What follows belongs to an exercise in optimizing a design on an open flow for small area and a short achievable clock period; a production flow would make more cautious choices. At most, simulation tests tie the RTL to the original design; equivalence was not proved. For runs 6 and 7, only the layout was checked, not whether the RTL still works. No activity file was given, so power comes from the tool's default toggle rates.

==> flow/design.v <==
module rdm630_core (
    input  wire         clk,
    input  wire         rst,         
    input  wire         rx_valid,
    input  wire [7:0]   rx_data,
    output wire         rx_ready,
    input  wire         eval,
    output wire         res_valid,
    output wire [1:0]   res,
    output wire         fvalid,
    output wire [111:0] frame,
    output wire         xst,
    output wire [39:0]  card,
    output wire [7:0]   csum,
    output wire [7:0]   p6
);
    localparam [7:0] START_B = 8'h02;
    localparam [7:0] END_B   = 8'h03;
    reg [4:0]   cursor;      
    reg         in_frame;
    reg         ok;          
    reg [7:0]   buf_q [0:13];
    reg [111:0] frame_q;     
    reg         fvalid_q;
    wire full = cursor[4];                   
    assign rx_ready = !full && !rst;
    wire fire     = rx_valid && rx_ready;
    wire is_start = (rx_data == START_B);
    wire is_end   = (rx_data == END_B);
    wire is_hex   = ((rx_data >= 8'h30) && (rx_data <= 8'h39)) ||
                    ((rx_data >= 8'h41) && (rx_data <= 8'h46));
    wire st    = fire && is_start;               
    wire app   = fire && in_frame && !is_start;  
    wire c13 = (cursor == 5'd13);
    wire c14 = (cursor == 5'd14);
    wire c15 = (cursor >= 5'd15);
    wire [4:0] cursor_rx   = st ? 5'd1 : app ? cursor + 5'd1 : cursor;
    wire       in_frame_rx = st ? 1'b1 : (app && is_end) ? 1'b0 : in_frame;
    wire       ok_rx       = st ? 1'b1 :
                             app ? (ok && (c13 ? is_end : is_hex)) : ok;
    wire [13:0] we;
    genvar g;
    generate
        for (g = 0; g < 14; g = g + 1) begin : g_we
            if (g == 0)
                assign we[g] = st || (app && cursor == 5'd0);
            else
                assign we[g] = app && (cursor == g);
        end
    endgenerate
    wire do_eval = eval && !rst;
    wire apnd  = in_frame && !full;                  
    wire [1:0] r0 = c15 ? 2'd3 : c14 ? (ok ? 2'd1 : 2'd2) : 2'd0;
    wire [1:0] ra = (c14 || c15) ? 2'd3 : c13 ? 2'd2 : 2'd0;   
    wire [1:0] re = (c14 || c15) ? 2'd3 : c13 ? (ok ? 2'd1 : 2'd2) : 2'd0;
    wire [1:0] pn = apnd ? ra : r0;
    wire [1:0] pe = apnd ? re : r0;
    wire [1:0] ps = full ? r0 : 2'd0;
    assign res_valid = do_eval;
    rdm630_res u_res (
        .rx_valid (rx_valid),
        .rx_data  (rx_data),
        .r0       (r0),
        .pn       (pn),
        .pe       (pe),
        .ps       (ps),
        .res      (res)
    );
    wire cap  = do_eval && (cursor_rx == 5'd14);
    wire over = do_eval && (cursor_rx >  5'd14);
    always @(posedge clk) begin
        if (rst) begin
            cursor   <= 5'd0;
            in_frame <= 1'b0;
            fvalid_q <= 1'b0;
            ok       <= 1'b0;
        end else begin
            in_frame <= in_frame_rx;
            if (cap || over) begin
                cursor   <= 5'd0;
                ok       <= 1'b0;
                fvalid_q <= cap && ok_rx;
            end else begin
                cursor   <= cursor_rx;
                ok       <= ok_rx;
            end
        end
    end
    integer i;
    always @(posedge clk) begin
        for (i = 0; i < 14; i = i + 1)
            if (we[i])
                buf_q[i] <= rx_data;
    end
    wire [7:0] byte13 = we[13] ? rx_data : buf_q[13];
    always @(posedge clk) begin
        if (cap) begin
            for (i = 0; i < 13; i = i + 1)
                frame_q[111-8*i -: 8] <= buf_q[i];
            frame_q[7:0] <= byte13;
        end
    end
    assign fvalid = fvalid_q;
    assign xst    = !fvalid_q;
    assign frame  = frame_q;
    rdm630_xtr u_xtr (
        .frame (frame_q),
        .card  (card),
        .csum  (csum),
        .p6    (p6)
    );
endmodule
module rdm630_res (
    input  wire       rx_valid,
    input  wire [7:0] rx_data,
    input  wire [1:0] r0,
    input  wire [1:0] pn,
    input  wire [1:0] pe,
    input  wire [1:0] ps,
    output wire [1:0] res
);
    wire mark = (rx_data[7:1] == 7'b0000001);    
    wire [1:0] res_mark  = !rx_valid ? r0 : rx_data[0] ? pe : ps;
    wire [1:0] res_other = !rx_valid ? r0 : pn;
    assign res = mark ? res_mark : res_other;
endmodule
module rdm630_xtr (
    input  wire [111:0] frame,
    output wire [39:0]  card,
    output wire [7:0]   csum,
    output wire [7:0]   p6
);
    function [3:0] hexval;
        input [7:0] c;
        begin
            hexval = {c[3] | c[6],
                      c[2] | (c[6] & c[1] & c[0]),
                      c[1] ^ (c[6] & c[0]),
                      c[0] ^ c[6]};
        end
    endfunction
    wire [7:0] pair [0:5];
    genvar g;
    generate
        for (g = 0; g < 6; g = g + 1) begin : g_pair
            assign pair[g] = {hexval(frame[111-8*(1+2*g) -: 8]),
                              hexval(frame[111-8*(2+2*g) -: 8])};
        end
        for (g = 0; g < 5; g = g + 1) begin : g_card
            assign card[39-8*g -: 8] = pair[g];
        end
    endgenerate
    assign csum = pair[0] ^ pair[1] ^ pair[2] ^ pair[3] ^ pair[4];
    assign p6   = pair[5];
endmodule
==> flow/flow/run.sh <==
#!/bin/bash
set -euo pipefail
bash standard.sh \
    "SYNTH_SCRIPT=$PWD/flow/my_synth.tcl" \
    "BUFFER_PORTS_ARGS=-buffer_cell sky130_fd_sc_hd__buf_1" \
    SETUP_SLACK_MARGIN=5.15 \
    finish > flow_make.log 2>&1
==> flow/flow/my_synth.tcl <==
# The standard flow's synthesis script (synth_recipe.tcl) with one change: ABC maps the
# result-code module (the input-to-output path) with ORFS's area script,
# whose small NAND/NOR gates time better there, and every other module with
# ORFS's default (speed) script.
proc synth {args} { yosys synth -nofsm -noshare {*}$args }
proc abc {args} {
  set i [expr {[lsearch -exact $args -script] + 1}]
  set speed [lreplace $args $i $i $::env(SCRIPTS_DIR)/abc_speed.script]
  set area  [lreplace $args $i $i $::env(SCRIPTS_DIR)/abc_area.script]
  yosys abc {*}$speed rdm630_core rdm630_xtr
  yosys abc {*}$area rdm630_res
}
source $::env(SCRIPTS_DIR)/synth.tcl
# left out here: clear keep_hierarchy, flatten, clean up, hide names made inside functions, write 1_2_yosys.v
==> flow/standard.sh <==
#!/bin/bash
# synth_recipe.tcl (not shown) runs the flow's synth.tcl, then flattens the netlist and writes it again
# the make line also repeats each setting of config.mk as NAME=value (left out here)
make -C /OpenROAD-flow-scripts/flow DESIGN_CONFIG=/design/flow/config.mk WORK_HOME=/design/flow/orfs CLKGATE_MAP_FILE= SYNTH_SCRIPT=/design/flow/synth_recipe.tcl "${@:-finish}"
==> flow/config.mk <==
export PLATFORM = sky130hd
export DESIGN_NAME = rdm630_core
export DESIGN_NICKNAME = rdm630_core
export VERILOG_FILES = /design/flow/design.v
export SDC_FILE = /design/flow/constraint.sdc
export NUM_CORES = 4
export LEC_CHECK = 0
export CAP_MARGIN = 20
export CORE_MARGIN = 2
export CORE_UTILIZATION = 40
export CTS_BUF_LIST = sky130_fd_sc_hd__clkbuf_16
export CTS_CLUSTER_DIAMETER = 80
export CTS_CLUSTER_SIZE = 30
export PLACE_DENSITY = 0.35
export SETUP_SLACK_MARGIN = 5
export SLEW_MARGIN = 20
export SYNTH_HIERARCHICAL = 1
export SYNTH_MINIMUM_KEEP_SIZE = 0
==> flow/constraint.sdc <==
create_clock -name core_clock -period 10.0 [get_ports {clk}]
set_input_delay 2.0000 -clock core_clock [delete_from_list [all_inputs] [get_ports {clk}]]
set_output_delay 2.0000 -clock core_clock [all_outputs]
set_load 0.01 [all_outputs]
==> results of run 1 <==
[worst paths after layout]
kind | depth (start not counted) | slack [ns] | from | end
max | 9 | 5.22 | rx_data[1] | res[0]
min | 0 | 0.42 | buf_q[0][0] | frame_q[104]
max reg2reg | 7 | 6.87 | cursor[4] | frame_q[24]
min reg2reg | 0 | 0.42 | buf_q[0][0] | frame_q[104]
[critical path, cell delays in order]
cell and delay (ns):
buf_6 0.10, buf_12 0.12, inv_1 0.05, nor2_2 0.09, nand2_1 0.06, nor2_2 0.12, nand2_1 0.06, nand2_1 0.05
buf_2 0.12
[modules after synthesis, one instance, submodules excluded]
module / cells inside / copies in the design
rdm630_core: 354 / 1
rdm630_xtr: 72 / 1
rdm630_res: 42 / 1
[power by group through the flow]
stage                     clock [mW]  combinational (mW)  sequential (mW)
final                          0.538              0.0469             1.05
after detailed placement           0              0.0337             1.07
after floorplan                    0              0.0131             1.07
after global routing           0.586              0.0507             1.05
after CTS                      0.555              0.0413             1.05
after global placement             0              0.0328             1.07
[layout make-up]
| cell class | count | area [µm²] |
|---|---|---|
| Clock buffer | 13 | 325.3 |
| Clock inverter | 5 | 53.80 |
| Fill cell | 1843 | 10650 |
| Inverter | 18 | 67.56 |
| Multi-Input combinational cell | 212 | 1640 |
| Sequential cell | 232 | 6807 |
| Tap cell | 275 | 344.1 |
| Timing Repair Buffer | 216 | 1070 |
[what timing repair did]
| item | CTS | global route |
|---|---|---|
| setup endpoints to repair | 65 | 65 |
| pin swaps | 0 | 4 |
| endpoints found under the hold margin | 0 | 0 |
| gates resized for setup | 20 | 10 |
| buffers inserted | 2 | 15 |
| gates cloned | 2 | 0 |
[metal layers]
metal  track usage, %  wire length [µm]  part of all wire (%)  vias up
li1                 -                 -                     -     2201
met2            25.89              8760                    49      172
met1            20.50              7710                    43     2279
met4            3.774               350                   2.0        0
met3            2.104               927                   5.2       28
met5                0                 0                     0        -
[registers in the layout (all words and copies together) (netlist names)]
register / cells
ok: 1
cursor: 5
fvalid_q: 1
buf_q: 112
in_frame: 1
frame_q: 112
[per-stage QoR]
stage               worst slack [ns]  hold WS, ns  utilization (%)  cell area [µm²]
detailed placement             4.352       0.4045            45.97             9633
CTS                            5.169       0.4229            48.47            10160
global route                   5.133       0.4189            49.19            10310
finish                         5.217       0.4222            49.19            10310
global placement               4.419       0.4023            45.95             9628
floorplan                      3.622       0.4003                -             8529
[cells by family after synthesis]
| family | after synthesis |
|---|---|
| compound gates | 42 |
| xor+xnor | 36 |
| fa+ha+maj | 17 |
| buf+inv | 24 |
| flops | 232 |
| mux | 7 |
| simple gates | 110 |
[placed cells by master, fill, tap and decap left out, drive strengths merged, types with 2 or more instances in the layout]
cell type | Yosys | final
o41ai | 2 | 2
and2 | 2 | 2
a21oi | 5 | 5
xor2 | 16 | 16
edfxtp | 216 | 216
a31o | 12 | 12
or2 | 12 | 12
o211ai | 2 | 2
ha | 17 | 17
mux2 | 7 | 7
nand4 | 2 | 2
dfxtp | 16 | 16
bufbuf | 0 | 2
nor2b | 5 | 5
clkbuf | 6 | 14
buf | 0 | 213
nand3 | 4 | 4
o21ai | 11 | 11
xnor3 | 8 | 8
xnor2 | 12 | 12
nor3 | 5 | 5
nand2 | 44 | 44
or3 | 3 | 3
nor2 | 27 | 27
o311ai | 4 | 4
clkinv | 1 | 4
inv | 17 | 18
==> impl_results.md, run 1 <==
* CP Launch Type: primary input
* PwrDens at 158.8 nW/µm²
* Syn Area/Cell at 18.20 µm²
* Iteration-0 DRC Markers at 311
* Root Buffer: clkbuf_16
* Final setup fails at 0
* Grt total ovfl at 0
* Power Internal at 1.314 mW
* Final GP Congestion at 0.8663
* Peak VDD IR at 0.0001316 V
* Post-Synth Simple-Gate Area at 6.434%
* Ant. Diodes at 0
* Clock Tree Buf Depth at 3
* Mux share of post-synthesis cell area at 0.9254%
* Clock sinks at 232
* Nets@finish at 721
* Post-synthesis xor/xnor area fraction at 5.170%
* NetSw at 322.6 µW
* 1st-pass router iterations at 4
* Global-route wire length before repair at 25,430 µm
* Die Y at 149.9 µm
* Data required time of the critical path at 8.00 ns
* Seq/Total Area, Yosys at 79.91%
* IO Port Bufs at 185
* Total GRT Usage at 15.12%
* Clock Power Share at 32.8%
* Fmax at 209.1 MHz
* Setup crit end kind: output pin
* Final std cells w/o fill at 971
* Period utilization at 47.83%
* Compound-Gate Fraction of Synth Area at 4.010%
* CTS clk-pin slew, worst paths at 0.11 ns
* Most common cell in the netlist: edfxtp_1
* Dpl cells at 934
* Antenna Nets Post-Route at 0
* Synthesis-stage register bit count at 232
* Leakage power at 3.513 nW
* Antenna violations before repair at 0
* Adder-Cell Fraction of Synth Area at 2.497%
* Total power at 1.637 mW
* Final hold vios at 0
* Cells after Synth at 468
* Post-synth top area share at 76.15%
* Wirelength per Cell at 18.28 µm
* Max-cap violations at 0
* Layout cells sized above 1 at 13.94%
* RSZ-0062 raised after global routing: true
* Die ar. at 22,480 µm²
* CTS Buf Count at 12
* Hold Buf Count CTS at 0
* WS Path Type: in2out
* Ports at 186
* H-tree Lvls at 1
* Largest family of logic cells by synthesized area: simple AND/OR/NAND/NOR gates
* P&R area growth vs syn at 21.00%
* Post-synth EDFFs at 216
* Yosys warning count at 9
* Clk_skew at 0.01588 ns
* Switching share of power at 19.70%
* Setup TNS Final at 0 ns
* WL final at 17,750 µm
* Rows at 53
* Post-Syn Area at 8518 µm²
* Largest net degree at the start of global routing at 64
* Post-DP HPWL at 11,610 µm
* Vias post-DR at 4,680
* Top FF cell, synth: edfxtp_1
* Commonest cells post-synth: edfxtp_1, nand2_1, nor2_1
* Worst-margin pin slew at 0.9051 ns
* Worst hold path class: reg2reg
* CTS tree: done
* Minimum clock period at 4.783 ns
* Asr flop ratio synth at 0%
* DRC errors left at 0
* Clock latency (worst-skew pair) at 0.47 ns
* CP Data Arrival Time at 2.78 ns
* Relative slew slack at 39.44%
* Vias in the first global route at 4,302
* Outcome: no timing/DRC/antenna violations
* Core area at 20,960 µm²
* Via density at 4.820
* Max-slew violation count at 0
* Critical path fanouts, max at 7
* Gate power share at 2.9%
* Synth area leader: edfxtp_1
* Top post-synthesis cells by area: edfxtp_1, dfxtp_1, ha_1, xnor3_1, nand2_1
* Die Width at 149.9 µm
* Initial Util at 40.65%
* Sequential fraction of design power at 64.3%
* Cell variety after synth at 48
* Syn_nets at 497
==> run 2: changes to the inputs <==
--- a/flow/config.mk
+++ b/flow/config.mk
@@ -7,11 +7,11 @@
 export LEC_CHECK = 0
 export CAP_MARGIN = 20
 export CORE_MARGIN = 2
-export CORE_UTILIZATION = 40
+export CORE_UTILIZATION = 70
 export CTS_BUF_LIST = sky130_fd_sc_hd__clkbuf_16
 export CTS_CLUSTER_DIAMETER = 80
 export CTS_CLUSTER_SIZE = 30
-export PLACE_DENSITY = 0.35
+export PLACE_DENSITY = 0.9
 export SETUP_SLACK_MARGIN = 5
 export SLEW_MARGIN = 20
 export SYNTH_HIERARCHICAL = 1
==> impl_results.md, run 2 <==
* Outcome: no timing/DRC/antenna violations
* Area of the multi-input gates at 1645 µm² (+0.31%)
* Nets@finish at 708 (-1.8%)
* CP Data Arrival Time at 2.79 ns (about the same)
* Post-synthesis xor/xnor area fraction at 5.170% (unchanged)
* Iteration-0 DRC Markers at 448 (+44%)
* R2R cell count at 7 (unchanged)
* CTS Buf Count at 11 (-1)
* CTS tree: done
* CP Launch Type: primary input
* Clock sinks at 232 (unchanged)
* Setup crit end kind: output pin
* Syn Area/Cell at 18.20 µm² (unchanged)
* H-tree Lvls at 1 (unchanged)
* Final Util at 83.03% (+34 points)
* Data required time of the critical path at 8.00 ns (about the same)
* Seq/Total Area, Yosys at 79.91% (unchanged)
* Wirelength per Cell at 22.18 µm (+21%)
* Commonest non-fill, non-tap cells in the layout: edfxtp_1, buf_1, nand2_1, nor2_1, inv_1
* Most common cell in the netlist: edfxtp_1
* Final setup margin at 5.213 ns (-0.003970 ns)
* IO Port Bufs at 185 (unchanged)
* Top flop regs: buf_q (112), frame_q (112), cursor (5)
* Final setup fails at 0 (unchanged)
* WL final at 18,410 µm (+3.7%)
* Antenna Nets Post-Route at 0 (unchanged)
* Commonest cells post-synth: edfxtp_1, nand2_1, nor2_1
* Syn_nets at 497 (unchanged)
* Post-Syn Area at 8518 µm² (unchanged)
* Clock Tree Buf Depth at 3 (unchanged)
* Worst R2R End: frame_q[111]
* Hold wc startpoint: buf_q[7][5]
* Ant. Diodes at 0 (unchanged)
* Total GRT Usage at 27.21% (+12 points)
* Worst hold path class: reg2reg
* GR Layer Usage met1 at 35.54% (+15 points)
* Minimum clock period at 4.787 ns (+0.003970 ns)
* Post-DP Area at 9430 µm² (-2.1%)
* Reg area at 6807 µm² (unchanged)
* Die ar. at 13,070 µm² (-42%)
* Reg2reg setup slack at 6.91 ns (+0.04 ns)
* Max-slew violation count at 0 (unchanged)
* Leakage power at 3.413 nW (-2.9%)
* Root Buffer: clkbuf_16
* Adder-Cell Fraction of Synth Area at 2.497% (unchanged)
* Setup TNS Final at 0 ns (unchanged)
* Synth area leader: edfxtp_1
* GR Layer Usage met3 at 3.759% (+1.7 points)
* Post-Synth Simple-Gate Area at 6.434% (unchanged)
* Largest net degree at the start of global routing at 65 (+1.6%)
* Cell variety after synth at 48 (unchanged)
* Clock latency (worst-skew pair) at 0.47 ns (about the same)
* 1st-pass router iterations at 5 (+1)
* Yosys warning count at 9 (unchanged)
* Hold Path Stages at 0 (unchanged)
* Period utilization at 47.87% (about the same)
* Asr flop ratio synth at 0% (unchanged)
* Ports at 186 (unchanged)
* Rows at 40 (-25%)
* Mux share of post-synthesis cell area at 0.9254% (unchanged)
* DRC errors left at 0 (unchanged)
* RSZ-0062 raised after global routing: false
* Vias post-DR at 4,904 (+4.8%)
* Grt met2 use at 47.90% (+22 points)
* Pre-CTS setup slack at 4.252 ns (-0.1000 ns)
* Peak VDD IR at 0.0001317 V (about the same)
* Global-route wire length before repair at 26,130 µm (+2.7%)
* Top post-synthesis cells by area: edfxtp_1, dfxtp_1, ha_1, xnor3_1, nand2_1
* Hold Path Sink: frame_q[53]
* Worst-margin pin slew at 1.060 ns (+0.1552 ns)
* Hold Buf Count CTS at 0 (unchanged)
* PwrDens at 158.0 nW/µm² (-0.54%)
* Largest family of logic cells by synthesized area: simple AND/OR/NAND/NOR gates
* P&R area growth vs syn at 16.60%
* GRT busiest layer: met2
* Core area at 11,960 µm² (-43%)
* Fin area at 9932 µm² (-3.6%)
* Final hold slack at 0.4219 ns (-0.0002730 ns)
* Post-synth top area share at 76.15% (unchanged)
* Layout cells sized above 1 at 12.88% (-1.1 points)
* Final hold vios at 0 (unchanged)
* Post-DP HPWL at 11,600 µm (about the same)
* Top FF cell, synth: edfxtp_1
* Synthesis-stage register bit count at 232 (unchanged)
* Cells after Synth at 468 (unchanged)
* WS Path Type: in2out
* Via density at 5.908 (+23%)
* Vias in the first global route at 4,522 (+5.1%)
* Antenna violations before repair at 0 (unchanged)
* Most common cell after layout, fill and taps aside: edfxtp_1
* Fill cells at 574 (-69%)
* Compound-Gate Fraction of Synth Area at 4.010% (unchanged)
* Post-synth EDFFs at 216 (unchanged)
* R2r startpoint: in_frame
* Critical path fanouts, max at 7 (unchanged)
* Fmax at 208.9 MHz (about the same)
* Die Width at 114.3 µm (-24%)
* Max-cap violations at 0 (unchanged)
* Die Y at 114.3 µm (-24%)
* Clk_skew at 0.01394 ns (-0.001939 ns)
* Relative slew slack at 29.06% (-10 points)
* CTS clk-pin slew, worst paths at 0.12 ns (about the same)
* Initial Util at 71.21% (+31 points)
* Final GP Congestion at 0.9120 (+5.3%)
* Grt total ovfl at 0 (unchanged)
[run 2: cell counts after synthesis]
Identical to the previous run, type by type.
[run 2: layer usage]
| metal | vias up | share of wire (%) |
|---|---|---|
| met5 | - | 0 |
| met4 | 0 | 3.1 |
| met3 | 47 | 8.7 |
| met2 | 342 | 52 |
| met1 | 2349 | 36 |
| li1 | 2166 | - |
[run 2: timing repair]
action,CTS,global route
gates cloned,1,2
resized for setup,21,25
endpoints found under the hold margin,0,0
buffers inserted,2,8
setup endpoints to repair,66,66
pin swaps,0,4
[run 2: layout make-up]
type | instances | share of cell area (%)
repair buffers | 204 | 9.322
multi-input cells | 212 | 16.57
clock buffers | 11 | 2.771
clock inverters | 6 | 0.2771
well taps | 147 | 1.852
inverters | 18 | 0.6803
flip-flops and latches | 232 | 68.53
[run 2: worst max-delay path, stage by stage]
cell and delay (ns):
clkbuf_2 0.11, buf_6 0.14, nor2_2 0.07, nand2_1 0.07
nor2_2 0.13, nand2_1 0.07, nand2_1 0.05, buf_1 0.14
[run 2: Yosys stat by module (local to each module, per instance)]
module | times used | cells inside | flip-flops and latches
rdm630_xtr | 1 | 72 | 0
rdm630_core | 1 | 354 | 232
rdm630_res | 1 | 42 | 0
[run 2: how the worst max path moves through the flow]
stage               cells past startpoint            to        from
detailed placement                      8  frame_q[104]  rx_data[7]
global placement                        8   frame_q[86]  rx_data[7]
CTS                                     9        res[0]  rx_data[0]
floorplan                               5    frame_q[0]  rx_data[2]
global route                            8        res[0]  rx_data[3]
finish                                  8        res[1]  rx_data[2]
[run 2: through the flow]
step                      power [mW]  std cells
after global placement         1.104        800
after CTS                      1.560        820
after detailed placement       1.106        800
final                          1.569        830
after global routing           1.606        830
after floorplan                1.088        468
[run 2: cells by family (layout without fill, tap and decap cells)]
| group | count (synthesis) | after routing |
|---|---|---|
| flops | 232 | 232 |
| compound gates | 42 | 42 |
| xor+xnor | 36 | 36 |
| buf+inv | 24 | 239 |
| simple gates | 110 | 110 |
| fa+ha+maj | 17 | 17 |
| mux | 7 | 7 |
[run 2: where the power goes]
group	internal [mW]	switching, mW	leakage (nW)
registers	1.05	0.00185	2.09
logic	0.0143	0.0275	1.16
clock network	0.204	0.270	0.167
total	1.27	0.299	3.41
==> run 3: changes to the inputs <==
==> flow/flow/run.sh (replaced) <==
#!/bin/bash
set -euo pipefail
bash standard.sh \
    "SYNTH_SCRIPT=$PWD/flow/my_synth.tcl" \
    "BUFFER_PORTS_ARGS=-buffer_cell sky130_fd_sc_hd__buf_1" \
    SETUP_SLACK_MARGIN=5.3 \
    finish > flow_make.log 2>&1
--- a/flow/config.mk
+++ b/flow/config.mk
@@ -7,7 +7,7 @@
 export LEC_CHECK = 0
 export CAP_MARGIN = 20
 export CORE_MARGIN = 2
-export CORE_UTILIZATION = 70
+export CORE_UTILIZATION = 60
 export CTS_BUF_LIST = sky130_fd_sc_hd__clkbuf_16
 export CTS_CLUSTER_DIAMETER = 80
 export CTS_CLUSTER_SIZE = 30
==> impl_results.md, run 3 <==
* Outcome: no timing/DRC/antenna violations
* Worst R2R End: frame_q[6]
* CTS Buf Count at 11 (unchanged)
* Hold Path Sink: frame_q[45]
* Clock Power Share at 32.2% (+2.0 points)
* Clock sinks at 232 (unchanged)
* Antenna violations before repair at 0 (unchanged)
* Via density at 5.775 (-2.3%)
* Top post-synthesis cells by area: edfxtp_1, dfxtp_1, ha_1, xnor3_1, nand2_1
* Rows at 43 (+7.5%)
* Gate power share at 2.7% (about the same)
* Reg2reg setup slack at 6.93 ns (+0.02 ns)
* Yosys warning count at 9 (unchanged)
* Switching share of power at 18.38% (-0.70 points)
* Setup crit end kind: output pin
* Power Internal at 1.320 mW (+3.9%)
* R2R cell count at 5 (-2)
* Hold wc startpoint: buf_q[8][5]
* Post-Syn Area at 8518 µm² (unchanged)
* Clock latency (worst-skew pair) at 0.46 ns (about the same)
* NetSw at 297.1 µW (-0.74%)
* Max-slew violation count at 0 (unchanged)
* Worst hold path class: reg2reg
* DRC errors left at 0 (unchanged)
* Clock Tree Buf Depth at 3 (unchanged)
* Clk_skew at 0.01908 ns (+0.005132 ns)
* Seq/Total Area, Yosys at 79.91% (unchanged)
* Total GRT Usage at 24.63% (-2.6 points)
* Synthesis-stage register bit count at 232 (unchanged)
* CTS clk-pin slew, worst paths at 0.11 ns (about the same)
* Nets@finish at 703 (-0.71%)
* Global-route wire length before repair at 27,120 µm (+3.8%)
* Ant. Diodes at 0 (unchanged)
* Ports at 186 (unchanged)
* Iteration-0 DRC Markers at 647 (+44%)
* Post-synth top area share at 76.15% (unchanged)
* Die ar. at 15,170 µm² (+16%)
* Setup TNS Final at 0 ns (unchanged)
* Root Buffer: clkbuf_16
* WL final at 19,010 µm (+3.3%)
* Minimum clock period at 4.767 ns (-0.01999 ns)
* Die Y at 123.2 µm (+7.7%)
* Peak VDD IR at 0.00009451 V (-28%)
* Data required time of the critical path at 8.00 ns (about the same)
* Pre-CTS setup slack at 3.678 ns (-0.5743 ns)
* IO Port Bufs at 185 (unchanged)
* Max-cap violations at 0 (unchanged)
* Core area at 13,880 µm² (+16%)
* Cell variety after synth at 48 (unchanged)
* Post-synth EDFFs at 216 (unchanged)
* Syn Area/Cell at 18.20 µm² (unchanged)
* RSZ-0062 raised after global routing: true
* Hold Path Stages at 0 (unchanged)
* Relative slew slack at 27.98% (-1.1 points)
* Final setup margin at 5.233 ns (+0.01999 ns)
* Initial Util at 61.37% (-9.8 points)
* 1st-pass router iterations at 5 (unchanged)
* Worst-margin pin slew at 1.069 ns (+0.008674 ns)
* Layout cells sized above 1 at 13.61% (+0.73 points)
* P&R area growth vs syn at 18.08%
* H-tree Lvls at 1 (unchanged)
* Commonest non-fill, non-tap cells in the layout: edfxtp_1, buf_1, nand2_1, nor2_1
* CP Launch Type: primary input
* Leakage power at 3.420 nW (+0.22%)
* PwrDens at 160.7 nW/µm² (+1.8%)
* Commonest cells post-synth: edfxtp_1, nand2_1, nor2_1
* Fmax at 209.8 MHz (+0.42%)
* Final GP Congestion at 0.9872 (+8.2%)
* Top flop regs: buf_q (112), frame_q (112), cursor (5)
* Synth area leader: edfxtp_1
* Most common cell after layout, fill and taps aside: edfxtp_1
* Post-DP HPWL at 11,850 µm (+2.2%)
* Final setup fails at 0 (unchanged)
* Largest net degree at the start of global routing at 91 (+40%)
* R2r startpoint: cursor[4]
* WS Path Type: in2out
* Antenna Nets Post-Route at 0 (unchanged)
* Wirelength per Cell at 22.21 µm (+0.15%)
* Final hold vios at 0 (unchanged)
* Asr flop ratio synth at 0% (unchanged)
* Top FF cell, synth: edfxtp_1
* Period utilization at 47.67% (-0.20 points)
* CP Data Arrival Time at 2.77 ns (-0.02 ns)
* Vias post-DR at 4,943 (+0.80%)
* Most common cell in the netlist: edfxtp_1
* Cells after Synth at 468 (unchanged)
* Die Width at 123.2 µm (+7.7%)
* Grt total ovfl at 0 (unchanged)
* Vias in the first global route at 4,648 (+2.8%)
* Syn_nets at 497 (unchanged)
* Sequential fraction of design power at 65.1% (-2.0 points)
* CTS tree: done
* Critical path fanouts, max at 18 (+11)
## run 3: changes by cell type in the layout (fill, tap and decap cells not counted), sizes merged
| cell | previous run | this run |
|---|---|---|
| bufinv | 0 | 2 |
| buf | 200 | 197 |
| nor3 | 5 | 6 |
| inv | 23 | 19 |
| clkinvlp | 0 | 1 |
| bufbuf | 0 | 1 |
| clkinv | 1 | 0 |
| clkbuf | 15 | 11 |
## run 3: modules after synthesis, one instance, submodules excluded
module       area, µm²  copies in the design  cells  flip-flops and latches
rdm630_res       162.7                     1     42                       0
rdm630_xtr       782.0                     1     72                       0
rdm630_core       7574                     1    354                     232
## run 3: per-layer routing
metal  GRT usage, %  routed length, µm  up-vias
met5              0                  0        -
met2          42.86               9930      333
li1               -                  -     2157
met3          4.566               1632       61
met1          30.64               6789     2392
met4          9.943                661        0
## run 3: power groups by stage
stage / combinational [mW] / clock (mW) / sequential (mW)
2_1_floorplan: 0.0131 / 0 / 1.07
3_3_place_gp: 0.0280 / 0 / 1.07
3_5_place_dp: 0.0308 / 0 / 1.07
4_1_cts: 0.0405 / 0.517 / 1.05
5_1_grt: 0.0468 / 0.552 / 1.05
6_report: 0.0443 / 0.520 / 1.05
## run 3: layout make-up
| class | count | area (µm²) |
|---|---|---|
| fillers | 800 | 3822 |
| flip-flops and latches | 232 | 6807 |
| repair buffers | 198 | 912.1 |
| multi-input cells | 213 | 1695 |
| clock buffers | 11 | 275.3 |
| inverters | 18 | 76.32 |
| well taps | 180 | 225.2 |
| clock inverters | 4 | 67.56 |
## run 3: cells by family after synthesis
| logic type | synth area share (%) |
|---|---|
| XOR/XNOR | 5.170 |
| AO/OA/AOI/OAI | 4.010 |
| adder cells (fa/ha/maj) | 2.497 |
| AND/OR/NAND/NOR | 6.434 |
| multiplexers | 0.9254 |
| flip-flops | 79.91 |
| buffers and inverters | 1.058 |
## run 3: worst max-delay path by stage
stage / slack, ns / cells after the start / endpoint / from
after CTS: 5.24 / 9 / res[1] / rx_data[1]
final: 5.23 / 8 / res[0] / rx_data[4]
after floorplan: 3.62 / 5 / frame_q[0] / rx_data[2]
after global routing: 5.16 / 9 / res[1] / rx_data[1]
after detailed placement: 3.68 / 7 / frame_q[102] / rx_data[3]
after global placement: 4.08 / 7 / frame_q[102] / rx_data[3]
## run 3: what timing repair did
item                                    CTS  global route
gates resized for setup                  48            14
pin swaps                                 6             3
endpoints found under the setup margin  114             2
hold buffers                              0             0
cloned                                    4             0
setup buffers                             6             0
## run 3: through the flow
| stage | hold WS (ns) | area (µm²) | util, % | cells | power (mW) |
|---|---|---|---|---|---|
| after floorplan | 0.4003 | 8529 | - | 468 | 1.088 |
| after global placement | 0.4012 | 9457 | 68.13 | 831 | 1.103 |
| final | 0.4225 | 10060 | 72.46 | 856 | 1.617 |
| after detailed placement | 0.4045 | 9457 | 68.13 | 831 | 1.106 |
| after CTS | 0.4222 | 10010 | 72.09 | 856 | 1.609 |
| after global routing | 0.4321 | 10060 | 72.46 | 856 | 1.651 |
## run 3: worst max-delay path, stage by stage
cell,delay [ns]
buf_6,0.15
inv_1,0.08
nand2_2,0.08
nor2_4,0.13
nand2_2,0.08
nand2_1,0.06
nand2_1,0.05
buf_2,0.13
==> run 4: changes to the inputs <==
==> flow/flow/run.sh (replaced) <==
#!/bin/bash
set -euo pipefail
bash standard.sh \
    "SYNTH_SCRIPT=$PWD/flow/my_synth.tcl" \
    "BUFFER_PORTS_ARGS=-buffer_cell sky130_fd_sc_hd__buf_1" \
    SETUP_SLACK_MARGIN=5.15 \
    finish > flow_make.log 2>&1
--- a/flow/config.mk
+++ b/flow/config.mk
@@ -11,7 +11,7 @@
 export CTS_BUF_LIST = sky130_fd_sc_hd__clkbuf_16
 export CTS_CLUSTER_DIAMETER = 80
 export CTS_CLUSTER_SIZE = 30
-export PLACE_DENSITY = 0.9
+export PLACE_DENSITY = 0.8
 export SETUP_SLACK_MARGIN = 5
 export SLEW_MARGIN = 20
 export SYNTH_HIERARCHICAL = 1
==> impl_results.md, run 4 <==
* Top flop regs: buf_q (112), frame_q (112), cursor (5)
* Via density at 5.435 (-5.9%)
* Minimum clock period at 4.790 ns (+0.02348 ns)
* Relative slew slack at 42.74% (+15 points)
* Critical path fanouts, max at 5 (-13)
* Die ar. at 15,170 µm² (unchanged)
* Final Util at 71.28% (-1.2 points)
* Final GP Congestion at 0.8210 (-17%)
* Max-slew violation count at 0 (unchanged)
* Initial Util at 61.37% (unchanged)
* Most common cell in the netlist: edfxtp_1
* CP Data Arrival Time at 2.79 ns (+0.02 ns)
* Final setup margin at 5.210 ns (-0.02348 ns)
* Worst-margin pin slew at 0.8557 ns (-0.2132 ns)
* Commonest non-fill, non-tap cells in the layout: edfxtp_1, buf_1, nand2_1, nor2_1, inv_1
* Fin area at 9894 µm² (-1.6%)
* Ant. Diodes at 0 (unchanged)
* Setup crit end kind: output pin
* Post-Syn Area at 8518 µm² (unchanged)
* Die Y at 123.2 µm (unchanged)
* CP peak stage delay at 0.14 ns (about the same)
* Crit path to: res[1]
* Outcome: no timing/DRC/antenna violations
* Rows at 43 (unchanged)
* Antenna Nets Post-Route at 0 (unchanged)
* Top post-synthesis cells by area: edfxtp_1, dfxtp_1, ha_1, xnor3_1, nand2_1
* Worst R2R End: frame_q[33]
* CP Launch Type: primary input
* CP Buf/Inv Count at 3 (unchanged)
* Clock sinks at 232 (unchanged)
* R2r startpoint: in_frame
* Critical path cell sequence: clkbuf_2 -> buf_6 -> nor2_2 -> nand2_1 -> nor2_2 -> nand2_1 -> nand2_1 -> buf_2
* H-tree Lvls at 1 (unchanged)
* WP depth at 8 (unchanged)
* Ports at 186 (unchanged)
* Worst hold path class: reg2reg
* Root Buffer: clkbuf_16
* Most frequent CP cell: nand2_1
* Antenna violations before repair at 0 (unchanged)
* WL final at 16,110 µm (-15%)
* Adder-Cell Fraction of Synth Area at 2.497% (unchanged)
* R2R cell count at 6 (+1)
* Syn Area/Cell at 18.20 µm² (unchanged)
* Total GRT Usage at 20.09% (-4.5 points)
* Syn_nets at 497 (unchanged)
* Post-Synth Simple-Gate Area at 6.434% (unchanged)
* CTS tree: done
* Asr flop ratio synth at 0% (unchanged)
* P&R area growth vs syn at 16.16%
* Post-DP Area at 9477 µm² (+0.21%)
* Nets@finish at 702 (-0.14%)
* Cells after Synth at 468 (unchanged)
* CTS Buf Count at 11 (unchanged)
* Largest family of logic cells by synthesized area: simple AND/OR/NAND/NOR gates
* Clock latency (worst-skew pair) at 0.45 ns (about the same)
* Final hold slack at 0.4211 ns (-0.001344 ns)
* Synth area leader: edfxtp_1
* Grt total ovfl at 0 (unchanged)
* Commonest cells post-synth: edfxtp_1, nand2_1, nor2_1
* PwrDens at 156.3 nW/µm² (-2.8%)
* Top FF cell, synth: edfxtp_1
* Cell variety after synth at 48 (unchanged)
* Peak VDD IR at 0.00009905 V (+4.8%)
* Reg2reg setup slack at 7.02 ns (+0.09 ns)
* Max-cap violations at 0 (unchanged)
* RSZ-0062 raised after global routing: false
* Post-synth top area share at 76.15% (unchanged)
* Crit. Startpoint: rx_data[2]
* Largest net degree at the start of global routing at 64 (-30%)
* Iteration-0 DRC Markers at 373 (-42%)
* Yosys warning count at 9 (unchanged)
* Period utilization at 47.90% (+0.23 points)
* Pre-CTS setup slack at 4.647 ns (+0.9687 ns)
* Clk_skew at 0.01203 ns (-0.007045 ns)
* Critical-path top delay cell: buf_6
* Synthesis-stage register bit count at 232 (unchanged)
* CTS clk-pin slew, worst paths at 0.11 ns (about the same)
* Vias post-DR at 4,647 (-6.0%)
* Post-synth EDFFs at 216 (unchanged)
* Hold Buf Count CTS at 0 (unchanged)
* Final setup fails at 0 (unchanged)
* Vias in the first global route at 4,240 (-8.8%)
* Most common cell after layout, fill and taps aside: edfxtp_1
* Core area at 13,880 µm² (unchanged)
* Compound-Gate Fraction of Synth Area at 4.010% (unchanged)
* Global-route wire length before repair at 22,880 µm (-16%)
* Data required time of the critical path at 8.00 ns (about the same)
* WS Path Type: in2out
* Seq/Total Area, Yosys at 79.91% (unchanged)
* Leakage power at 3.370 nW (-1.5%)
* Clock Tree Buf Depth at 3 (unchanged)
* Post-DP HPWL at 10,920 µm (-7.9%)
* Fmax at 208.8 MHz (-0.49%)
* Die Width at 123.2 µm (unchanged)
* Wirelength per Cell at 18.84 µm (-15%)
* Fill cells at 867 (+8.4%)
* DRC errors left at 0 (unchanged)
* Setup TNS Final at 0 ns (unchanged)
* Post-synthesis xor/xnor area fraction at 5.170% (unchanged)
* Mux share of post-synthesis cell area at 0.9254% (unchanged)
* IO Port Bufs at 185 (unchanged)
* Final hold vios at 0 (unchanged)
* Family with the most delay on the worst path: simple AND/OR/NAND/NOR gates
* Layout cells sized above 1 at 11.85% (-1.8 points)
* 1st-pass router iterations at 4 (-1)
## run 4: kinds of logic after synthesis
group | Yosys count
flops | 232
xor+xnor | 36
simple gates | 110
compound gates | 42
fa+ha+maj | 17
buf+inv | 24
mux | 7
## run 4: what timing repair did
action                                 CTS  global route
gates resized for setup                 24             8
setup buffers                            2             3
pin swaps                                0             1
gates cloned                             1             1
setup endpoints to repair               49             2
endpoints found under the hold margin    0             0
## run 4: layout make-up
class	count	area (µm²)	share of cell area, %
clock buffers	11	275.3	2.782
multi-input cells	212	1645	16.63
repair buffers	198	854.6	8.637
clock inverters	4	20.02	0.2023
well taps	180	225.2	2.276
flip-flops and latches	232	6807	68.79
inverters	18	67.56	0.6829
## run 4: stage by stage
stage                     cells  power, mW
after floorplan             468      1.088
after global placement      833      1.104
after detailed placement    833      1.105
after CTS                   851      1.553
after global routing        855      1.589
final                       855      1.546
## run 4: worst reg2reg max path, cell delays in order, from the launching register on
cell and delay, ns:
dfxtp_1 0.48, and4bb_2 0.34, o31ai_4 0.13, o311ai_1 0.54, nand4_4 0.25, nor3_4 0.18
buf_4 0.64
## run 4: where the power goes
part | internal, mW | switching [mW] | leakage [nW]
clock network | 0.203 | 0.255 | 0.156
registers | 1.05 | 0.00150 | 2.09
logic | 0.0117 | 0.0246 | 1.12
## run 4: worst min path at each step
stage,depth (start not counted),start,to
2_1_floorplan,0,buf_q[1][4],frame_q[100]
3_3_place_gp,0,buf_q[10][7],frame_q[31]
3_5_place_dp,0,buf_q[12][3],frame_q[11]
4_1_cts,0,buf_q[8][4],frame_q[44]
5_1_grt,0,buf_q[8][4],frame_q[44]
6_report,0,buf_q[8][4],frame_q[44]
## run 4: modules after synthesis, one instance, submodules excluded
module,area (µm²),copies in the design,cells inside,flip-flops and latches
rdm630_core,7574,1,354,232
rdm630_xtr,782.0,1,72,0
rdm630_res,162.7,1,42,0
## run 4: metal layers
| metal | global-route usage [%] | vias to the layer above | wire [µm] |
|---|---|---|---|
| met2 | 35.58 | 197 | 8429 |
| met4 | 4.545 | 0 | 200 |
| met1 | 26.93 | 2280 | 6356 |
| li1 | - | 2153 | - |
| met5 | 0 | - | 0 |
| met3 | 2.445 | 17 | 1123 |
==> run 5: changes to the inputs <==
==> flow/flow/my_synth.tcl (replaced) <==
proc synth {args} { yosys synth -nofsm -noshare {*}$args }
proc abc {args} {
  set i [expr {[lsearch -exact $args -script] + 1}]
  set speed [lreplace $args $i $i $::env(SCRIPTS_DIR)/abc_speed.script]
  set area  [lreplace $args $i $i $::env(SCRIPTS_DIR)/abc_area.script]
  set def [lreplace $args [expr {$i-1}] $i]
  set j [lsearch -exact $def -D]
  set def [lreplace $def $j [expr {$j+1}]]
  yosys abc {*}$def rdm630_core rdm630_xtr
  yosys abc {*}$area rdm630_res
}
source $::env(SCRIPTS_DIR)/synth.tcl
# left out here: clear keep_hierarchy, flatten, clean up, hide names made inside functions, write 1_2_yosys.v
==> impl_results.md, run 5 <==
* Outcome: no timing/DRC/antenna violations
* Post-synth EDFFs at 216 (unchanged)
* IO Port Bufs at 185 (unchanged)
* Vias in the first global route at 4,393 (+3.6%)
* Iteration-0 DRC Markers at 634 (+70%)
* Leakage power at 3.426 nW (+1.7%)
* Setup crit end kind: output pin
* Wirelength per Cell at 20.50 µm (+8.8%)
* Max-cap violations at 0 (unchanged)
* Die Y at 122.5 µm (-0.56%)
* Rows at 43 (unchanged)
* Die ar. at 15,000 µm² (-1.1%)
* Via density at 5.580 (+2.7%)
* Grt total ovfl at 0 (unchanged)
* Clock latency (worst-skew pair) at 0.46 ns (about the same)
* Yosys warning count at 9 (unchanged)
* DRC errors left at 0 (unchanged)
* Total GRT Usage at 21.46% (+1.4 points)
* Post-Syn Area at 8421 µm² (-1.1%)
* Commonest cells post-synth: edfxtp_1, nand2_1, xor2_1
* Pre-CTS setup slack at 4.051 ns (-0.5958 ns)
* Cells after Synth at 457 (-2.4%)
* PwrDens at 153.9 nW/µm² (-1.5%)
* Fmax at 207.9 MHz (-0.41%)
* Final hold vios at 0 (unchanged)
* Antenna Nets Post-Route at 0 (unchanged)
* Data required time of the critical path at 8.00 ns (about the same)
* Layout cells sized above 1 at 16.79% (+4.9 points)
* 1st-pass router iterations at 5 (+1)
* Clk_skew at 0.02984 ns (+0.01781 ns)
* CTS Buf Count at 11 (unchanged)
* Final setup fails at 0 (unchanged)
* Syn Area/Cell at 18.43 µm² (+1.2%)
* Post-DP HPWL at 11,080 µm (+1.4%)
* Relative slew slack at 23.68% (-19 points)
* Seq/Total Area, Yosys at 80.83% (+0.93 points)
* Worst hold path class: reg2reg
* Ant. Diodes at 0 (unchanged)
* WL final at 17,730 µm (+10%)
* Final std cells w/o fill at 865 (+1.2%)
* Top post-synthesis cells by area: edfxtp_1, dfxtp_1, xor2_1, ha_1, xor3_1
* Top FF cell, synth: edfxtp_1
* Clock sinks at 232 (unchanged)
* Critical path fanouts, max at 6 (+1)
* Core area at 13,770 µm² (-0.78%)
* Top flop regs: buf_q (112), frame_q (112), cursor (5)
* RSZ-0062 raised after global routing: false
* CP Data Arrival Time at 2.81 ns (+0.02 ns)
* Most common cell after layout, fill and taps aside: edfxtp_1
* Global-route wire length before repair at 23,810 µm (+4.0%)
* Period utilization at 48.10% (+0.20 points)
* Die Width at 122.5 µm (-0.56%)
* Cell variety after synth at 41 (-15%)
* Final hold slack at 0.4110 ns (-0.01014 ns)
* Antenna violations before repair at 0 (unchanged)
* Largest net degree at the start of global routing at 79 (+23%)
* Minimum clock period at 4.810 ns (+0.01974 ns)
* Initial Util at 61.14% (-0.23 points)
* Final Util at 73.26% (+2.0 points)
* Nets@finish at 712 (+1.4%)
* Most common cell in the netlist: edfxtp_1
* Asr flop ratio synth at 0% (unchanged)
* Final GP Congestion at 0.9096 (+11%)
* Root Buffer: clkbuf_16
* Final setup margin at 5.190 ns (-0.01974 ns)
* Ports at 186 (unchanged)
* Syn_nets at 486 (-2.2%)
* Synthesis-stage register bit count at 232 (unchanged)
* CTS tree: done
* Max-slew violation count at 0 (unchanged)
* Dpl cells at 824 (-1.1%)
* WS Path Type: in2out
* Worst-margin pin slew at 1.135 ns (+0.2796 ns)
* Peak VDD IR at 0.0001352 V (+36%)
* CTS clk-pin slew, worst paths at 0.11 ns (about the same)
* Setup TNS Final at 0 ns (unchanged)
* Clock Tree Buf Depth at 3 (unchanged)
* Post-synth top area share at 77.03% (+0.88 points)
* H-tree Lvls at 1 (unchanged)
* CP Launch Type: primary input
* Commonest non-fill, non-tap cells in the layout: edfxtp_1, buf_1, nand2_1, xor2_1, buf_4
* Synth area leader: edfxtp_1
* P&R area growth vs syn at 19.82%
* Vias post-DR at 4,827 (+3.9%)
## run 5: cell count changes in the layout (fill, tap and decap cells not counted), moves of 4 or more
cell / previous run / this run
buf_4: 12 / 23
nand2_1: 43 / 35
nor2_1: 25 / 16
nor3_1: 1 / 5
o21ai_0: 10 / 2
or2_2: 8 / 14
xnor3_1: 8 / 0
xor2_1: 16 / 26
xor3_1: 0 / 6
## run 5: logic make-up after synthesis
group	after synthesis	synth area share [%]
AND/OR/NAND/NOR	103	6.166
AO/OA/AOI/OAI	34	3.165
buffers and inverters	23	1.040
XOR/XNOR	41	5.334
multiplexers	7	0.9362
adder cells (fa/ha/maj)	17	2.526
flip-flops	232	80.83
## run 5: layout make-up
cell class	count	area (µm²)
clock buffer	11	275.3
inverter	18	67.56
timing repair buffer	217	1060
clock inverter	4	20.02
tap	180	225.2
sequential	232	6810
multi-input combinational	203	1632
fill	812	3684
## run 5: metrics by stage
stage	area, µm²	total power [mW]
after floorplan	8426	1.077
after global placement	9404	1.092
after detailed placement	9404	1.092
after CTS	9816	1.549
after global routing	10090	1.590
final	10090	1.552
## run 5: path summary, 6_finish.rpt
| path | from | endpoint | slack (ns) | cells past startpoint |
|---|---|---|---|---|
| max reg2reg | cursor[4] | frame_q[96] | 7.14 | 6 |
| min | buf_q[9][0] | frame_q[32] | 0.41 | 0 |
| min reg2reg | buf_q[9][0] | frame_q[32] | 0.41 | 0 |
| max | rx_data[6] | res[0] | 5.19 | 8 |
## run 5: metal layers
layer	track usage [%]	share of wire, %	up-vias
met5	0	0	-
met4	7.399	3.5	0
met3	2.881	7.8	45
met2	38.13	51	298
met1	27.37	38	2328
li1	-	-	2156
## run 5: critical path, stage by stage
cell and delay [ns]:
buf_1 0.08, buf_6 0.13, nor2_2 0.12, nand2_2 0.09, nor2_4 0.12, nand2_1 0.07, nand2_1 0.07, buf_2 0.12
## run 5: power by group
part | internal (mW) | switching [mW]
registers | 1.05 | 0.0000308
logic | 0.0158 | 0.0213
clock network | 0.203 | 0.262
total | 1.27 | 0.284
## run 5: timing repair
action / CTS / global route
gates resized for setup: 18 / 34
cloned: 2 / 3
buffers inserted: 3 / 18
pin swaps: 1 / 12
endpoints found under the setup margin: 80 / 80
hold buffers: 0 / 0
## run 5: per-module statistics from Yosys, one instance, submodules excluded
module | flops+latches | area [µm²]
rdm630_core | 232 | 7505
rdm630_res | 0 | 162.7
rdm630_xtr | 0 | 753.2
==> run 6: changes to the inputs <==
--- a/flow/design.v
+++ b/flow/design.v
@@ -19,7 +19,7 @@
     reg [4:0]   cursor;      
     reg         in_frame;
     reg         ok;          
-    reg [7:0]   buf_q [0:13];
+    reg [111:0] sr;          
     reg [111:0] frame_q;     
     reg         fvalid_q;
     wire full = cursor[4];                   
@@ -38,16 +38,9 @@
     wire       in_frame_rx = st ? 1'b1 : (app && is_end) ? 1'b0 : in_frame;
     wire       ok_rx       = st ? 1'b1 :
                              app ? (ok && (c13 ? is_end : is_hex)) : ok;
-    wire [13:0] we;
-    genvar g;
-    generate
-        for (g = 0; g < 14; g = g + 1) begin : g_we
-            if (g == 0)
-                assign we[g] = st || (app && cursor == 5'd0);
-            else
-                assign we[g] = app && (cursor == g);
-        end
-    endgenerate
+    wire shift = fire && (in_frame || is_start);
+    wire [111:0] sr_next = ({112{shift}}  & {sr[103:0], rx_data}) |
+                           ({112{!shift}} & sr);
     wire do_eval = eval && !rst;
     wire apnd  = in_frame && !full;                  
     wire [1:0] r0 = c15 ? 2'd3 : c14 ? (ok ? 2'd1 : 2'd2) : 2'd0;
@@ -86,19 +79,10 @@
             end
         end
     end
-    integer i;
     always @(posedge clk) begin
-        for (i = 0; i < 14; i = i + 1)
-            if (we[i])
-                buf_q[i] <= rx_data;
-    end
-    wire [7:0] byte13 = we[13] ? rx_data : buf_q[13];
-    always @(posedge clk) begin
-        if (cap) begin
-            for (i = 0; i < 13; i = i + 1)
-                frame_q[111-8*i -: 8] <= buf_q[i];
-            frame_q[7:0] <= byte13;
-        end
+        sr <= sr_next;
+        if (cap)
+            frame_q <= sr_next;
     end
     assign fvalid = fvalid_q;
     assign xst    = !fvalid_q;
==> flow/flow/run.sh (replaced) <==
#!/bin/bash
set -euo pipefail
bash standard.sh \
    "SYNTH_SCRIPT=$PWD/flow/my_synth.tcl" \
    "BUFFER_PORTS_ARGS=-buffer_cell sky130_fd_sc_hd__buf_1" \
    finish > flow_make.log 2>&1
==> flow/flow/my_synth.tcl (replaced) <==
# The standard flow's synthesis script (synth_recipe.tcl) with one change: ABC maps the
# result-code module (the input-to-output path) with ORFS's area script,
# whose small NAND/NOR gates time better there, and every other module with
# ORFS's default (speed) script.
proc synth {args} { yosys synth -nofsm -noshare {*}$args }
proc abc {args} {
  set i [expr {[lsearch -exact $args -script] + 1}]
  set speed [lreplace $args $i $i $::env(SCRIPTS_DIR)/abc_speed.script]
  set area  [lreplace $args $i $i $::env(SCRIPTS_DIR)/abc_area.script]
  yosys abc {*}$speed rdm630_core rdm630_xtr
  yosys abc {*}$area rdm630_res
}
source $::env(SCRIPTS_DIR)/synth.tcl
# left out here: clear keep_hierarchy, flatten, clean up, hide names made inside functions, write 1_2_yosys.v
--- a/flow/config.mk
+++ b/flow/config.mk
@@ -7,11 +7,10 @@
 export LEC_CHECK = 0
 export CAP_MARGIN = 20
 export CORE_MARGIN = 2
-export CORE_UTILIZATION = 60
+export CORE_UTILIZATION = 40
 export CTS_BUF_LIST = sky130_fd_sc_hd__clkbuf_16
 export CTS_CLUSTER_DIAMETER = 80
 export CTS_CLUSTER_SIZE = 30
-export PLACE_DENSITY = 0.8
 export SETUP_SLACK_MARGIN = 5
 export SLEW_MARGIN = 20
 export SYNTH_HIERARCHICAL = 1
==> impl_results.md, run 6 <==
* Outcome: no timing/DRC/antenna violations
* Most common cell after layout, fill and taps aside: buf_1
* Hold Buf Count CTS at 0 (unchanged)
* Clock Power Share at 34.5% (+4.5 points)
* Worst-margin pin slew at 0.8707 ns (-0.2646 ns)
* Max-cap violations at 0 (unchanged)
* Relative slew slack at 41.95% (+18 points)
* Switching share of power at 19.66% (+1.4 points)
* Syn Area/Cell at 15.39 µm² (-17%)
* Top flop regs: frame_q (112), sr (112), cursor (5)
* Synth area leader: edfxtp_1
* Fin area at 10,100 µm² (about the same)
* Core area at 21,620 µm² (+57%)
* Hold wc startpoint: sr[111]
* Cells after Synth at 567 (+24%)
* CP Launch Type: primary input
* Gate power share at 1.2% (-1.2 points)
* Peak VDD IR at 0.0001266 V (-6.4%)
* Crit. Startpoint: rx_valid
* Seq/Total Area, Yosys at 66.09% (-15 points)
* CP Data Arrival Time at 4.98 ns (+2.17 ns)
* Final GP Congestion at 0.8273 (-9.0%)
* NetSw at 303.5 µW (+7.0%)
* Synthesis-stage register bit count at 232 (unchanged)
* Global-route wire length before repair at 27,210 µm (+14%)
* IO Port Bufs at 185 (unchanged)
* P&R area growth vs syn at 15.78%
* Final hold vios at 0 (unchanged)
* RSZ-0062 raised after global routing: false
* Vias in the first global route at 5,146 (+17%)
* R2r startpoint: cursor[4]
* Setup TNS Final at 0 ns (unchanged)
* Dpl cells at 1,015 (+23%)
* Asr flop ratio synth at 0% (unchanged)
* Via density at 4.961 (-11%)
* Setup crit end kind: flip-flop
* Minimum clock period at 4.861 ns (+0.05094 ns)
* Worst hold path class: reg2reg
* Syn_nets at 595 (+22%)
* Initial Util at 40.35% (-21 points)
* Cell variety after synth at 62 (+51%)
* 1st-pass router iterations at 4 (-1)
* Post-DP Area at 9701 µm² (+3.2%)
* Met2 routed WL at 9308 µm (+2.7%)
* Layout cells sized above 1 at 21.85% (+5.1 points)
* Rows at 54 (+26%)
* Die Width at 151.7 µm (+24%)
* Critical path fanouts, max at 55 (+49)
* Die ar. at 23,010 µm² (+53%)
* Top post-synthesis cells by area: edfxtp_1, dfxtp_1, mux2_2, ha_1, xnor3_1
* DRC errors left at 0 (unchanged)
* H-tree Lvls at 1 (unchanged)
* Iteration-0 DRC Markers at 203 (-68%)
* Wirelength per Cell at 17.85 µm (-13%)
* Leakage power at 4.110 nW (+20%)
* Final std cells w/o fill at 1,035 (+20%)
* M1 wire length at 7807 µm (+17%)
* Sequential fraction of design power at 64.3% (-3.3 points)
* Total GRT Usage at 15.21% (-6.3 points)
* Period utilization at 48.61% (+0.51 points)
* Antenna Nets Post-Route at 0 (unchanged)
* Grt total ovfl at 0 (unchanged)
* Post-Syn Area at 8723 µm² (+3.6%)
* Clock Tree Buf Depth at 3 (unchanged)
* Clock sinks at 232 (unchanged)
* Largest net degree at the start of global routing at 65 (-18%)
* Yosys warning count at 8 (-1)
* Clk_skew at 0.02999 ns (+0.0001506 ns)
* Data required time of the critical path at 10.12 ns (+2.12 ns)
* PwrDens at 152.8 nW/µm² (-0.68%)
* Top FF cell, synth: dfxtp_1
* Max-slew violation count at 0 (unchanged)
* Antenna violations before repair at 0 (unchanged)
* WL final at 18,480 µm (+4.2%)
* Ant. Diodes at 0 (unchanged)
* Commonest non-fill, non-tap cells in the layout: buf_1, dfxtp_1, mux2_2, edfxtp_1, nand2_1
* Post-DP HPWL at 13,170 µm (+19%)
* Final setup fails at 0 (unchanged)
* Most common cell in the netlist: dfxtp_1
* Ports at 186 (unchanged)
* CTS tree: done
* Die Y at 151.7 µm (+24%)
* Nets@finish at 778 (+9.3%)
* Power Internal at 1.240 mW (-2.3%)
* Fmax at 205.7 MHz (-1.0%)
* Post-synth top area share at 38.55% (-38 points)
* Top Layer Used: met4
* Vias post-DR at 5,135 (+6.4%)
* Clock latency (worst-skew pair) at 0.46 ns (about the same)
* Commonest cells post-synth: dfxtp_1, edfxtp_1, mux2_2
* CTS clk-pin slew, worst paths at 0.10 ns (about the same)
* WL met3 at 973 µm (-30%)
* Post-synth EDFFs at 112 (-48%)
* CTS Buf Count at 12 (+1)
* Root Buffer: clkbuf_16
* WS Path Type: in2reg
==> run 6: Yosys stat by module, one instance, submodules excluded <==
module | flops+latches | area [µm²] | cells inside | copies in the design
rdm630_core | 232 | 7779 | 453 | 1
rdm630_xtr | 0 | 782.0 | 72 | 1
rdm630_res | 0 | 162.7 | 42 | 1
==> run 6: cells by family (layout without fill, tap and decap cells) <==
logic type                 after synthesis  in the layout  share of synthesized area [%]
DFF                                    232            232                          66.09
muxes                                  113            113                          14.63
and+or+nand+nor                         81             82                          5.049
AOI/OAI and AO/OA                       50             50                          4.877
buffers and inverters                   39            226                          2.008
xor gates and xnor gates                36             36                          5.049
adders and majority gates               16             16                          2.295
==> run 6: path summary, 6_finish.rpt <==
| check | to | slack (ns) | cells past startpoint |
|---|---|---|---|
| min | sr[111] | 0.49 | 1 |
| max reg2reg | frame_q[43] | 6.47 | 6 |
| min reg2reg | sr[111] | 0.49 | 1 |
| max | frame_q[43] | 5.14 | 7 |
==> run 6: timing repair <==
item | CTS | global route
gates resized for setup | 3 | 0
endpoints found under the setup margin | 57 | 0
hold endpoints to repair | 0 | 0
buffers inserted | 0 | 0
==> run 6: power by group through the flow <==
stage               Sequential (mW)  Clock, mW  Combinational [mW]
floorplan                      1.01          0              0.0117
global placement               1.01          0              0.0173
detailed placement             1.01          0              0.0179
CTS                           0.992      0.557              0.0182
global route                  0.993      0.588              0.0201
finish                        0.992      0.533              0.0184
==> run 6: metal layers <==
metal	GRT usage, %	vias to the layer above
met1	18.74	2512
met5	0	-
li1	-	2432
met2	27.93	161
met3	2.485	30
met4	3.426	0
==> run 6: critical path: stages <==
cell       delay (ns)
buf_1            0.31
or3b_1           0.55
a2111oi_2        0.44
a211oi_4         0.10
nor4_2           0.50
and2_4           0.54
buf_6            0.50
==> run 6: final cells by class <==
class / count / area (µm²)
fill: 1942 / 11520
sequential: 232 / 5766
multi-input combinational: 297 / 2810
timing repair buffer: 188 / 721.9
tap: 280 / 350.3
clock buffer: 13 / 325.3
inverter: 19 / 71.32
clock inverter: 6 / 55.05
==> run 6: through the flow <==
step / hold WS (ns) / setup slack [ns] / power, mW / utilization (%)
floorplan: 0.4471 / 5.443 / 1.024 / -
global placement: 0.4544 / 4.496 / 1.031 / 44.87
detailed placement: 0.4674 / 4.373 / 1.032 / 44.87
CTS: 0.4929 / 5.149 / 1.567 / 46.71
global route: 0.5068 / 5.029 / 1.600 / 46.71
finish: 0.4874 / 5.139 / 1.543 / 46.71
==> run 7: changes to the inputs <==
--- a/flow/design.v
+++ b/flow/design.v
@@ -25,10 +25,14 @@
     wire full = cursor[4];                   
     assign rx_ready = !full && !rst;
     wire fire     = rx_valid && rx_ready;
-    wire is_start = (rx_data == START_B);
-    wire is_end   = (rx_data == END_B);
-    wire is_hex   = ((rx_data >= 8'h30) && (rx_data <= 8'h39)) ||
-                    ((rx_data >= 8'h41) && (rx_data <= 8'h46));
+    wire mark, is_hex;
+    rdm630_dec u_dec (
+        .rx_data (rx_data),
+        .mark    (mark),
+        .is_hex  (is_hex)
+    );
+    wire is_start = mark && !rx_data[0];
+    wire is_end   = mark &&  rx_data[0];
     wire st    = fire && is_start;               
     wire app   = fire && in_frame && !is_start;  
     wire c13 = (cursor == 5'd13);
@@ -52,7 +56,8 @@
     assign res_valid = do_eval;
     rdm630_res u_res (
         .rx_valid (rx_valid),
-        .rx_data  (rx_data),
+        .mark     (mark),
+        .d0       (rx_data[0]),
         .r0       (r0),
         .pn       (pn),
         .pe       (pe),
@@ -96,15 +101,15 @@
 endmodule
 module rdm630_res (
     input  wire       rx_valid,
-    input  wire [7:0] rx_data,
+    input  wire       mark,
+    input  wire       d0,
     input  wire [1:0] r0,
     input  wire [1:0] pn,
     input  wire [1:0] pe,
     input  wire [1:0] ps,
     output wire [1:0] res
 );
-    wire mark = (rx_data[7:1] == 7'b0000001);    
-    wire [1:0] res_mark  = !rx_valid ? r0 : rx_data[0] ? pe : ps;
+    wire [1:0] res_mark  = !rx_valid ? r0 : d0 ? pe : ps;
     wire [1:0] res_other = !rx_valid ? r0 : pn;
     assign res = mark ? res_mark : res_other;
 endmodule
@@ -137,3 +142,12 @@
     assign csum = pair[0] ^ pair[1] ^ pair[2] ^ pair[3] ^ pair[4];
     assign p6   = pair[5];
 endmodule
+module rdm630_dec (
+    input  wire [7:0] rx_data,
+    output wire       mark,
+    output wire       is_hex
+);
+    assign mark   = (rx_data[7:1] == 7'b0000001);
+    assign is_hex = ((rx_data >= 8'h30) && (rx_data <= 8'h39)) ||
+                    ((rx_data >= 8'h41) && (rx_data <= 8'h46));
+endmodule
==> flow/flow/run.sh (replaced) <==
#!/bin/bash
set -euo pipefail
bash standard.sh \
    "SYNTH_SCRIPT=$PWD/flow/my_synth.tcl" \
    "BUFFER_PORTS_ARGS=-buffer_cell sky130_fd_sc_hd__buf_1" \
    SETUP_SLACK_MARGIN=5.15 \
    finish > flow_make.log 2>&1
--- a/flow/flow/my_synth.tcl
+++ b/flow/flow/my_synth.tcl
@@ -7,7 +7,7 @@
   set i [expr {[lsearch -exact $args -script] + 1}]
   set speed [lreplace $args $i $i $::env(SCRIPTS_DIR)/abc_speed.script]
   set area  [lreplace $args $i $i $::env(SCRIPTS_DIR)/abc_area.script]
-  yosys abc {*}$speed rdm630_core rdm630_xtr
+  yosys abc {*}$speed rdm630_core rdm630_xtr rdm630_dec
   yosys abc {*}$area rdm630_res
 }
 source $::env(SCRIPTS_DIR)/synth.tcl
--- a/flow/config.mk
+++ b/flow/config.mk
@@ -7,10 +7,11 @@
 export LEC_CHECK = 0
 export CAP_MARGIN = 20
 export CORE_MARGIN = 2
-export CORE_UTILIZATION = 40
+export CORE_UTILIZATION = 60
 export CTS_BUF_LIST = sky130_fd_sc_hd__clkbuf_16
 export CTS_CLUSTER_DIAMETER = 80
 export CTS_CLUSTER_SIZE = 30
+export PLACE_DENSITY = 0.8
 export SETUP_SLACK_MARGIN = 5
 export SLEW_MARGIN = 20
 export SYNTH_HIERARCHICAL = 1
==> impl_results.md, run 7 <==
* Outcome: no timing/DRC/antenna violations
* Antenna Nets Post-Route at 0 (unchanged)
* DRC errors left at 0 (unchanged)
* Total power at 1.471 mW (-4.7%)
* CP peak stage delay at 0.39 ns (-0.16 ns)
* Die Y at 124.2 µm (-18%)
* 1st-pass router iterations at 5 (+1)
* Yosys warning count at 8 (unchanged)
* Grt met2 use at 36.90% (+9.0 points)
* Setup TNS Final at 0 ns (unchanged)
* Synthesis-stage register bit count at 232 (unchanged)
* Asr flop ratio synth at 0% (unchanged)
* Rows at 43 (-20%)
* CTS clk-pin slew, worst paths at 0.11 ns (about the same)
* Commonest cells post-synth: nand2_1, dfxtp_1, edfxtp_1
* Syn Area/Cell at 11.02 µm² (-28%)
* Final GP Congestion at 0.8957 (+8.3%)
* Top FF cell, synth: dfxtp_1
* Seq/Total Area, Yosys at 66.47% (+0.38 points)
* Die ar. at 15,430 µm² (-33%)
* Final setup fails at 0 (unchanged)
* Initial Util at 62.00% (+22 points)
* Cell variety after synth at 58 (-6.5%)
* Clock latency (worst-skew pair) at 0.45 ns (about the same)
* Grt total ovfl at 0 (unchanged)
* Leakage power at 3.946 nW (-4.0%)
* Die Width at 124.2 µm (-18%)
* Critical-path top delay cell: or3_4
* Final setup margin at 4.864 ns (-0.2753 ns)
* GR Layer Usage met1 at 29.55% (+11 points)
* Setup crit end kind: output pin
* Clock sinks at 232 (unchanged)
* Top flop regs: frame_q (112), sr (112), cursor (5)
* WL final at 17,530 µm (-5.1%)
* Minimum clock period at 5.136 ns (+0.2753 ns)
* Fmax at 194.7 MHz (-5.4%)
* GR Layer Usage met3 at 4.174% (+1.7 points)
* IO Port Bufs at 185 (unchanged)
* Synth area leader: edfxtp_1
* WS Path Type: in2out
* Hold Buf Count CTS at 0 (unchanged)
* Syn_nets at 815 (+37%)
* Global-route wire length before repair at 27,690 µm (+1.7%)
* Data required time of the critical path at 8.00 ns (-2.12 ns)
* Most common cell after layout, fill and taps aside: nand2_1
* H-tree Lvls at 1 (unchanged)
* Critical path fanouts, max at 3 (-95%)
* Cells after Synth at 787 (+39%)
* Core area at 13,990 µm² (-35%)
* Clk_skew at 0.01307 ns (-0.01692 ns)
* Relative slew slack at 60.66% (+19 points)
* Most common cell in the netlist: nand2_1
* Post-Syn Area at 8673 µm² (-0.57%)
* Period utilization at 51.36% (+2.8 points)
* CP Data Arrival Time at 3.14 ns (-1.84 ns)
* Worst-margin pin slew at 0.5901 ns (-0.2806 ns)
* Final hold vios at 0 (unchanged)
* Ant. Diodes at 0 (unchanged)
* Top post-synthesis cells by area: edfxtp_1, dfxtp_1, nand2_1, ha_1, xnor3_1
* Pre-CTS setup slack at 3.817 ns (-0.5560 ns)
* Critical path cell sequence: buf_6 -> or3_4 -> nor4_4 -> nand2_1 -> clkinv_1 -> nand3_1 -> nand2_2 -> buf_1
* GRT busiest layer: met2
* Post-synth top area share at 38.78% (+0.22 points)
* Nets@finish at 992 (+28%)
* CTS Buf Count at 11 (-1)
* Largest net degree at the start of global routing at 107 (+65%)
* CTS tree: done
* Vias post-DR at 5,973 (+16%)
* Peak VDD IR at 0.0001254 V (-0.98%)
* Wirelength per Cell at 15.27 µm (-14%)
* Post-DP HPWL at 12,370 µm (-6.0%)
## run 7: stage by stage
step	cell area, µm²	std cells	utilization (%)	hold slack, ns
after floorplan	8705	787	-	0.4143
after global placement	9520	1125	68.06	0.4262
after detailed placement	9520	1125	68.06	0.4335
after CTS	9881	1145	70.64	0.4582
after global routing	9917	1148	70.89	0.4646
final	9917	1148	70.89	0.4540
## run 7: kinds of logic after synthesis
| kind of cell | Yosys count | synth area share (%) |
|---|---|---|
| compound gates | 54 | 4.818 |
| xor+xnor | 36 | 5.078 |
| fa+ha+maj | 16 | 2.308 |
| buf+inv | 50 | 2.452 |
| flops | 232 | 66.47 |
| simple gates | 399 | 18.87 |
## run 7: final cells by class
class / count / share of cell area [%]
multi-input cells: 505 / 27.53
well taps: 180 / 2.271
flip-flops and latches: 232 / 58.14
repair buffers: 195 / 8.251
inverters: 19 / 0.7570
clock buffers: 11 / 2.776
clock inverters: 6 / 0.2776
## run 7: final timing paths
path,startpoint,to,slack (ns),depth (start not counted)
worst min-delay path,sr[111],sr[111],0.45,2
worst max register to register,cursor[0],frame_q[89],7.05,9
worst max-delay path,rx_data[7],res[1],4.86,8
worst min register to register,sr[111],sr[111],0.45,2
## run 7: power by group
group          internal [mW]  switching (mW)
combinational        0.00583         0.00883
clock                  0.204           0.264
sequential             0.988         0.00106
## run 7: Yosys stat by module, one instance, submodules excluded
module	cells inside	flops+latches	copies in the design	area (µm²)
rdm630_xtr	72	0	1	782.0
rdm630_dec	10	0	1	70.07
rdm630_core	680	232	1	7722
rdm630_res	25	0	1	98.84
## run 7: timing repair
action,in CTS,in global routing
setup buffers,3,3
resized for setup,9,5
endpoints found under the setup margin,114,96
pin swaps,3,1
## run 7: worst reg2reg max path, cell delays in order, from the launching register on
cell and delay [ns]:
dfxtp_1 0.38, ha_1 0.26, and3_1 0.20, ha_1 0.26, nor2b_1 0.06, a311oi_2 0.40, o2111a_1 0.25, nand4_1 0.17
clkinvlp_4 0.15, buf_12 0.40
## run 7: routing by layer
layer / up-vias / routed length (µm) / part of all wire [%]
met5: - / 0 / 0
met4: 0 / 354 / 2.0
met3: 18 / 1171 / 6.7
met2: 196 / 8740 / 50
met1: 2801 / 7263 / 41
li1: 2958 / - / -

Re-timed with assumed drivers on the ports (clkbuf_16 on the clock, buf_2 on other inputs), run 7 has 4.827 ns of setup slack against 4.864 ns with ideal ports, and 4.827 ns once port delays also move by the mid clock arrival of 0.486 ns.
